Context: an optimization exercise on an open-source flow, tuned for small area, a short achievable clock period and few clock cycles per item. The choices shown serve that exercise and are no tape-out recipe.
At most, simulation tests tie the RTL to the original design; equivalence was not proved.
Power and IR drop assume default switching activity.

==> raven <==
Design hdrs_dec, start of the top module:
module hdrs_dec (
    input  wire        clk,
    input  wire        rst,
    input  wire        cmd_valid,
    output wire        cmd_ready,
    input  wire        cmd_op,         
    input  wire        cmd_crc_init,   
    input  wire [4:0]  cmd_nsym,
    input  wire        in_valid,
    output wire        in_ready,
    input  wire [7:0]  in_data,
    output wire        val_valid,
    input  wire        val_ready,
    output wire [31:0] val_data,
    output wire        done,
    output wire [1:0]  done_code,      
    output wire [3:0]  done_sym,
    output wire [9:0]  done_info,
    output wire [4:0]  done_count,
    output wire [6:0]  done_bytes,
    output wire [31:0] done_crc
);
clock: 8.0 ns
lec_check: 0
abc_area: 1
cap_margin: 20
core_margin: 2
core_utilization: 50
cts_cluster_diameter: 80
cts_cluster_size: 24
place_density: 0.65
setup_slack_margin: 4.75
slew_margin: 20
tns_end_percent: 5
run.sh (not shown) runs the stock make flow with config.mk's settings and CLKGATE_MAP_FILE= SYNTH_SCRIPT=/design/flow/synth_recipe.tcl, a recipe that flattens the netlist after the stock synthesis.
==> inputs of zinc, as changes to raven <==
--- a/flow/design.v
+++ b/flow/design.v
@@ -58,25 +58,23 @@
     reg [31:0] crc;
     reg [31:0] crc_done;
     reg        crc_initp;            
     reg        c_after;              
     reg        crc_owed;             
     reg        bnd_valid;            
     reg [2:0]  bnd_left;
     reg [6:0]  bnd_bytes;
-    reg [1:0]  bnd_pops;             
     reg [4:0]  bnd_cnt;
     reg [2:0]  ps;
     reg        p_op;
     reg [4:0]  p_n;
     reg [15:0] p_bm;                 
     reg [1:0]  p_k;
-    reg [6:0]  p_bytes;              
-    reg [1:0]  p_popr;
+    reg [6:0]  p_bytes;
     reg [2:0]  bp;
     reg [4:0]  p_cnt;
     reg [23:0] acc;
     reg [15:0] bq;
     reg        bq_valid;
     reg [4:0]  bq_n;
     reg        t_valid;
     reg [1:0]  t_kind;
@@ -87,17 +85,17 @@
     reg [7:0]  u_pay;
     reg [9:0]  u_pos;
     reg [31:0] w [0:15];
     reg        r_act;
     reg [15:0] r_bm;
     reg [4:0]  r_n;
     reg [4:0]  r_rem;
     reg [2:0]  r_waste;
-    reg [2:0]  r_L;                  
+    reg [1:0]  r_L;                  
     reg        p15, p14, l15, l14;
     reg        done_r;
     reg        dpend;                
     reg        e_pend;               
     reg [1:0]  d_code;
     reg [3:0]  d_sym;
     reg [9:0]  d_info;
     reg [4:0]  d_count;
@@ -276,47 +274,34 @@
             CK_8:    begin pops = rec_end ? nb8  : 2'd1;                    bp_n = bp;        end
             CK_10:   begin pops = rec_end ? nb10 : ((bp >= 3'd6) ? 2'd2 : 2'd1); bp_n = bp + 3'd2; end
             CK_16:   begin pops = rec_end ? nb16 : 2'd2;                    bp_n = bp;        end
             default: begin pops = 2'd0;                                     bp_n = bp;        end
         endcase
         if (rec_end) bp_n = 3'd0;
     end
     wire [2:0] po_n  = po + {1'b0, pops} - {1'b0, c_n};
-    wire [6:0] p_be  = p_bytes + {5'd0, p_popr};
-    reg  [31:0] head;
-    always @(*) begin
-        case (r_L)
-            3'd4:    head = w[0];
-            3'd3:    head = w[2];
-            3'd2:    head = w[4];
-            3'd1:    head = w[6];
-            default: head = w[8];
-        endcase
-    end
-    wire [23:0] h_up = head[31:8] + 24'd1;
-    wire [23:0] h_dn = head[31:8] - 24'd1;
+    wire [31:0] head = (r_L == 2'd2) ? w[0] : ((r_L == 2'd1) ? w[4] : w[8]);
+    wire [32:0] xs   = {head[31], head} + {{25{t_pay[7]}}, t_pay};
     wire [8:0]  lo8  = {1'b0, head[7:0]} + {1'b0, t_pay};
     wire        ovf  = (lo8[8] && !t_pay[7] && head[31:8] == 24'h7FFFFF) ||
                        (!lo8[8] && t_pay[7] && head[31:8] == 24'h800000);
-    wire [31:0] nv   = (t_kind == TK_WORD) ? {acc, t_pay} :
-                       {(lo8[8] && !t_pay[7]) ? h_up : ((!lo8[8] && t_pay[7]) ? h_dn : head[31:8]),
-                        lo8[7:0]};
+    wire [31:0] nv   = (t_kind == TK_WORD) ? {acc, t_pay} : xs[31:0];
     wire ring_free = !p14;
     wire vv        = p14 || p15;
     wire v_last    = p14 ? l14 : l15;
     wire val_fire  = vv && val_ready;
     wire is_sym    = (r_rem != 5'd0);
     wire need_tok  = is_sym && r_bm[0];
     wire step      = !err && r_act && ring_free && (!need_tok || t_valid);
     wire use_tok   = step && need_tok;
     wire bad       = use_tok && ((t_kind == TK_ERR) || ((t_kind == TK_DELTA) && ovf));
     wire d_want    = dpend || (val_fire && v_last);
     wire d_go      = d_want && crc_owed && !done_r;
-    wire e_go      = e_pend && !dpend && !vv && !done_r;
+    wire e_go      = e_pend && !d_want && !(vv && v_last) && !done_r;
     assign t_take  = use_tok;
     wire rec_last  = is_sym ? ((r_rem == 5'd1) && (r_waste == 3'd0)) : (r_waste == 3'd1);
     wire r_end     = step && rec_last;
     wire r_load    = bq_valid && (!r_act || r_end) && !err;
     assign bq_take = r_load;
     assign val_valid  = vv;
     assign val_data   = p14 ? w[14] : w[15];
     assign done       = done_r;
@@ -345,57 +330,57 @@
             2'd1: acc <= {acc[15:0], W[7:0]};
             2'd2: acc <= {acc[7:0], W16};
             2'd3: acc <= {acc[15:0], W16[15:8]};
             default: ;
         endcase
         if (emit && (!t_valid || (t_take && !u_valid))) begin
             t_kind <= e_kind;
             t_pay  <= e_pay;
-            t_pos  <= {p_be, bp};
+            t_pos  <= {p_bytes, bp};
         end else if (t_take) begin
             t_kind <= u_kind;
             t_pay  <= u_pay;
             t_pos  <= u_pos;
         end
         if (emit) begin
             u_kind <= e_kind;
             u_pay  <= e_pay;
-            u_pos  <= {p_be, bp};
+            u_pos  <= {p_bytes, bp};
         end
         if (p_go && ps == PS_BM0)
             bq <= {bmB & {8{bm_two}}, bmA};
         if (p_go && ps == PS_BM1)
             bq[15:8] <= bmA;
         if (bq_set)
             bq_n <= p_n;
         if (load_q && !q_op) begin
             for (i = 0; i < 16; i = i + 1)
                 bq[i] <= (i < q_n);
             bq_n <= q_n;
         end
         if (r_load) begin
             r_bm  <= bq;
             r_n   <= bq_n;
             r_rem <= bq_n;
-            if (bq_n > 5'd8) begin
-                r_L <= (bq_n - 5'd7) >> 1;                        
-                r_waste <= {2'd0, bq_n[0]};
+            if (bq_n > 5'd12) begin
+                r_L <= 2'd2; r_waste <= 3'd0 - bq_n[2:0];         
+            end else if (bq_n > 5'd8) begin
+                r_L <= 2'd1; r_waste <= 3'd4 - bq_n[2:0];         
             end else begin
-                r_L <= 3'd0; r_waste <= 3'd0 - bq_n[2:0];         
+                r_L <= 2'd0; r_waste <= 3'd0 - bq_n[2:0];         
             end
         end else if (step) begin
             r_bm <= r_bm >> 1;
             if (is_sym) r_rem <= r_rem - 5'd1;
             else        r_waste <= r_waste - 3'd1;
         end
         if (rec_end) begin
             bnd_left  <= po_n;
-            bnd_bytes <= p_be;
-            bnd_pops  <= pops;
+            bnd_bytes <= p_bytes + {5'd0, pops};
             bnd_cnt   <= (!p_op || ps == PS_BM0 || ps == PS_BM1) ? 5'd0 : p_cnt + 5'd1;
         end else if (bnd_valid) begin
             bnd_left  <= bnd_left - {1'b0, c_n};
         end
         if (rst) begin
             err        <= 1'b0;
             q_valid    <= 1'b0;
             fc         <= 3'd0;
@@ -434,31 +419,31 @@
             if (c_n != 2'd0) begin
                 crc <= crc_nx;
                 if (c_rst) crc_initp <= 1'b0;
             end
             if (ev && !load_q)
                 c_after <= 1'b1;
             if (ev) begin
                 crc_done <= crc;
-                d_bytes  <= bnd_bytes + {5'd0, bnd_pops};
+                d_bytes  <= bnd_bytes;
                 d_count  <= bnd_cnt;
                 d_code   <= 2'd0;
             end
             if (rec_end)
                 bnd_valid <= 1'b1;
             else if (ev)
                 bnd_valid <= 1'b0;
             if (ev)
                 crc_owed <= 1'b1;
             else if (done_r)
                 crc_owed <= 1'b0;
             bp <= bp_n;
-            p_bytes <= p_be;
-            p_popr  <= pops;
+            if (p_go)
+                p_bytes <= p_bytes + {5'd0, pops};
             ps <= ps_n;
             if (p_go && (ps == PS_BM0 || ps == PS_BM1)) begin
                 p_cnt <= 5'd0;
                 if (ps == PS_BM0) p_bm <= {bmB & {8{bm_two}}, bmA};
                 else              p_bm[15:8] <= bmA;
             end
             if (ps == PS_WRD && p_go)
                 p_k <= (p_k == 2'd2 || (!p_op && p_k == 2'd1)) ? (p_op ? 2'd1 : 2'd0) : p_k + 2'd1;
@@ -478,17 +463,16 @@
                 d_code  <= 2'd1;
                 d_count <= 5'd0;
             end
             if (load_q) begin
                 q_valid <= 1'b0;
                 p_op    <= q_op;
                 p_n     <= q_n;
                 p_bytes <= 7'd0;
-                p_popr  <= 2'd0;
                 p_k     <= 2'd0;
                 if (q_init) crc_initp <= 1'b1;
                 c_after <= !(rec_end || (bnd_valid && !ev));
                 if (q_op) begin
                     ps <= PS_BM0;
                 end else begin
                     ps       <= PS_WRD;
                     for (i = 0; i < 16; i = i + 1)
CTS_CLUSTER_DIAMETER = unset   (was 80)
CTS_CLUSTER_SIZE = unset   (was 24)
SETUP_SLACK_MARGIN = 4.5   (was 4.75)
TNS_END_PERCENT = unset   (was 5)
==> inputs of garnet, as changes to raven <==
SETUP_SLACK_MARGIN = 4.5   (was 4.75)
==> notes.md <==
final instance area 48,200 um^2; clock network power share 18.1%; nonclk buf count roughly 380; status finished clean; fraction of area in multi-input gates 29.2%; Hold Path Sink w[8][15]; Final nets 4,130; global-route wire length before repair 159 mm; Int Power 12,500 uW; Setup WS pre-CTS 2.79 ns; Tot GR Track Use about a quarter; number of synthesized register bits 854; Final Skew 0.0298 ns
That was zinc.
==> notes.md <==
Hold Path Sink w[12][6]; fraction of area in multi-input gates 29.8%; H-tree depth 2; DRT iter0 DRCs 2,915; Tot GR Track Use ~25%; Int Power 10,800 uW; routed wl met3 7.16 mm; final instance area 45,100 um^2; status finished clean; Setup WS pre-CTS 2.57 ns; number of synthesized register bits roughly 860; global-route wire length before repair ~150 mm
That was garnet.
==> notes.md <==
Tot GR Track Use around a quarter; status finished clean; Detailed Route WL about 100 mm; Final nets approximately 4,000; Final Skew 0.0267 ns; multi-input gates approximately 2,400; Hold Path Sink w[12][6]; number of synthesized register bits 859; clock network power share 12.7%; nonclk buf count 303; Int Power 10,900 uW; final instance area 45,600 um^2; routed wl met3 ~7.3 mm
That was raven.
Testbench counts of raven, summed over its fixed seeds: cycles 13,733, symbols 9,235.
Testbench counts of garnet, summed over its fixed seeds: cycles 13,733, symbols 9,235.
Only the layout flow was run in zinc; the RTL was not checked for function there.

afterwards: timing with drivers on the ports:
No port has a modelled driver above. Below, the same layouts with a new extraction and two added sets of constraints. Step 1 (the two cells are an assumption about what drives the block):
set clk [get_ports {clk}]
set_driving_cell -lib_cell sky130_fd_sc_hd__clkbuf_16 $clk
set_driving_cell -lib_cell sky130_fd_sc_hd__buf_2 [delete_from_list [all_inputs] $clk]
Step 2 also shifts input and output timing later by t, the mid clock arrival at the registers, as if the neighbouring blocks saw the same clock. Slacks: ideal ports / drivers / drivers and shift; pairs: ideal ports / drivers.
run	t, ns	setup slack, ns	worst setup path at the end	cell pins on the clock port's net
raven	0.681	3.945 / 3.945 / 3.945	register to register	1
zinc	0.712	3.919 / 3.919 / 3.919	register to register	1
garnet	0.686	3.955 / 3.955 / 3.955	register to register	1
After both steps every run listed still meets setup and hold.
